This design comes from an exercise in tuning for small area, a short achievable clock period and few clock cycles on the open sky130 flow, not from production work. Only simulation tests tie the RTL to the original design; equivalence was not proved. Power and IR drop assume default switching activity.

## viterbi_dec
module viterbi_dec (
    input  wire       clk,
    input  wire       rst,         
    input  wire       in_valid,
    output wire       in_ready,
    input  wire [1:0] in_sym,      
    input  wire       in_last,     
    output reg        out_valid,
    output reg        out_bit,
    output reg        out_last
);
export LEC_CHECK = 0
export CAP_MARGIN = 20
export CORE_MARGIN = 2
export CORE_UTILIZATION = 40
export CTS_BUF_LIST = sky130_fd_sc_hd__clkbuf_8
export CTS_CLUSTER_DIAMETER = 80
export CTS_CLUSTER_SIZE = 14
export SLEW_MARGIN = 20
create_clock -name core_clock -period 20.0 [get_ports {clk}]
standard.sh (not shown) runs the stock make flow with config.mk's settings and CLKGATE_MAP_FILE= SYNTH_SCRIPT=/design/flow/synth_recipe.tcl, a recipe that flattens the netlist after the stock synthesis.
==> flow/flow/run.sh <==
#!/bin/bash
# The standard layout (the standard.sh: ORFS synthesis through finish),
# made with two changes to how it is built, none to what it is built for:
# - the ports are buffered with buf_4 cells instead of the default buffer;
# - the resizer's setup repair aims for 15 ns of slack at the design's
#   20 ns clock, so it speeds up the slowest paths it can.
# The clock, its period, the constraints and every other setting are the standard flow's.
# make's full output goes to flow_make.log here; ORFS keeps each tool's log
# under orfs/logs.
set -euo pipefail
here="$(cd "$(dirname "${BASH_SOURCE[0]}")/.." && pwd)"
cd "$here"
bash standard.sh \
    "BUFFER_PORTS_ARGS=-buffer_cell sky130_fd_sc_hd__buf_4" \
    "SETUP_SLACK_MARGIN=15" \
    finish > flow_make.log 2>&1
test -s out/final.def
The starting point went through all stages and came out clean.
Testbench counts at the start, summed over its fixed seeds: cycles 56,611.
Next try:
CTS_BUF_LIST = not set   (was sky130_fd_sc_hd__clkbuf_8)
CTS_CLUSTER_DIAMETER = 100   (was 80)
CTS_CLUSTER_SIZE = 20   (was 14)
Outcome: Worst setup slack is better by 0.096 ns; via count came out lower by 0.34%; flip-flop and latch count does not change; non-clock buffer count does not change; die area is unchanged; count of clock-buffer cells in the layout came out higher by 14; core utilization came out higher by 0.31 points; final area came out higher by 0.71%; area after synthesis stays the same; synthesized cell count stays the same.

========
## fjord
viterbi_dec, a different RTL version from the one above (not shown whole).
Size: ~700 flip-flops, roughly 10 I/O pins.
==> flow/design.v (excerpt) <==
module viterbi_dec (
    input  wire       clk,
    input  wire       rst,         
    input  wire       in_valid,
    output wire       in_ready,
    input  wire [1:0] in_sym,      
    input  wire       in_last,     
    output reg        out_valid,
    output reg        out_bit,
    output reg        out_last
);
clock: 20.0 ns
lec_check: 0
cap_margin: 20
core_margin: 2
core_utilization: 40
slew_margin: 20
Scripts as last shown in full above: flow/flow/run.sh
fjord has completed all stages; timing, DRC and antenna checks passed.
Testbench counts of fjord, summed over its fixed seeds: cycles 56,611.
[inputs] amber vs fjord
==> flow/run.sh (new file) <==
#!/bin/bash
# synth_recipe.tcl (not shown) runs the flow's synth.tcl, then flattens the netlist and writes it again
# the make line also repeats each setting of config.mk as NAME=value (left out here)
make -C /OpenROAD-flow-scripts/flow DESIGN_CONFIG=/design/flow/config.mk WORK_HOME=/design/flow/orfs CLKGATE_MAP_FILE= SYNTH_SCRIPT=/design/flow/synth_recipe.tcl finish
removed: flow/flow/run.sh
removed: flow/standard.sh
Results
Initial antenna violation count, amber and fjord: higher on amber
Of amber and fjord, the run reporting the higher area growth from synthesis to final layout was amber.
The hold slack was comparable across amber and fjord.
In the reports for amber and fjord, the smaller fraction of the cycle the final worst path needs belongs to fjord.
The higher endpoint arrival time on the critical path of amber and fjord is in amber.
Looking at amber and fjord, the share of cell area taken by muxes after synthesis is a wash.
amber: clock share of power is 0.9 points higher than what fjord reported.

========
Another version of the RTL of viterbi_dec (not shown whole).
Size: about 2300 cells after synthesis, about 700 flip-flops, about 10 I/O pins, about 0.032 sq mm of cells after synthesis.
Settings: LEC_CHECK=0, CAP_MARGIN=20, CORE_MARGIN=2, CORE_UTILIZATION=40, CTS_CLUSTER_DIAMETER=100, CTS_CLUSTER_SIZE=20, SLEW_MARGIN=20; clock period 20.0 ns.
run.sh (not shown) runs the stock make flow with config.mk's settings and CLKGATE_MAP_FILE= SYNTH_SCRIPT=/design/flow/synth_recipe.tcl, a recipe that flattens the netlist after the stock synthesis.
Stock flow here: none of the scripts above is used.
The first run produced a clean layout.
Testbench counts at the start, summed over its fixed seeds: cycles 56,611.
==> next run, changes <==
==> flow/flow/run.sh (new file) <==
#!/bin/bash
# The standard layout (the standard.sh: ORFS synthesis through finish),
# made with two changes to how it is built, none to what it is built for:
# - the ports are buffered with buf_4 cells instead of the default buffer;
# - the resizer's setup repair aims for 15 ns of slack at the design's
#   20 ns clock, so it speeds up the slowest paths it can.
# The clock, its period, the constraints and every other setting are the standard flow's.
# make's full output goes to flow_make.log here; ORFS keeps each tool's log
# under orfs/logs.
set -euo pipefail
here="$(cd "$(dirname "${BASH_SOURCE[0]}")/.." && pwd)"
cd "$here"
bash standard.sh \
    "BUFFER_PORTS_ARGS=-buffer_cell sky130_fd_sc_hd__buf_4" \
    "SETUP_SLACK_MARGIN=15" \
    finish > flow_make.log 2>&1
test -s out/final.def
==> flow/standard.sh (new file) <==
#!/bin/bash
# synth_recipe.tcl (not shown) runs the flow's synth.tcl, then flattens the netlist and writes it again
# the make line also repeats each setting of config.mk as NAME=value (left out here)
make -C /OpenROAD-flow-scripts/flow DESIGN_CONFIG=/design/flow/config.mk WORK_HOME=/design/flow/orfs CLKGATE_MAP_FILE= SYNTH_SCRIPT=/design/flow/synth_recipe.tcl "${@:-finish}"
removed: flow/run.sh
The new run completed with no timing, DRC or antenna violations.
Global-route usage stays flat.
Worst setup slack gains 0.44 ns.
Utilization goes down by 0.14 points.
Non-clock buffer count goes down by 2.
Synthesized area stays the same.
Sequential power stays flat.
Wire length stays flat.
Die area stays the same.

-- what the ideal ports hide --
The flow's constraints put no driver on any port. The routed layouts listed below were extracted and timed again, unchanged, in two steps.
Step 1 (the two cells are an assumption about what drives the block):
set clk [get_ports {clk}]
set_driving_cell -lib_cell sky130_fd_sc_hd__clkbuf_16 $clk
set_driving_cell -lib_cell sky130_fd_sc_hd__buf_2 [delete_from_list [all_inputs] $clk]
Step 2 times the ports against the registers' clock, not the clock port: input delays grow and output delays shrink by t, the midpoint of the rising clock arrivals with the driver on.
Slacks: ideal / step 1 / step 2; pairs: ideal / step 1.
| run | shift t [ns] | slack for setup (ns) | hold WS [ns] | worst setup path after step 2 |
|---|---|---|---|---|
| the first run of note 1 | 0.736 | 14.865 / 14.804 / 15.316 | 0.321 / 0.321 / 0.321 | input to register |
| the second run of note 1 | 0.639 | 14.962 / 14.899 / 15.310 | 0.299 / 0.299 / 0.299 | input to register |
| fjord | 0.668 | 14.926 / 14.865 / 15.216 | 0.406 / 0.406 / 0.406 | input to register |
| amber | 0.683 | 14.436 / 14.373 / 14.757 | 0.404 / 0.404 / 0.404 | input to register |
| the first run of note 3 | 0.649 | 14.533 / 14.470 / 14.304 | 0.408 / 0.408 / 0.408 | input to register |
| the second run of note 3 | 0.647 | 14.975 / 14.909 / 15.130 | 0.407 / 0.407 / 0.407 | input to register |
After both steps setup and hold are still met in every run listed. For the first run of note 3, which loses most, drivers alone change the setup slack by -0.063 ns; drivers and shift together by -0.229 ns.
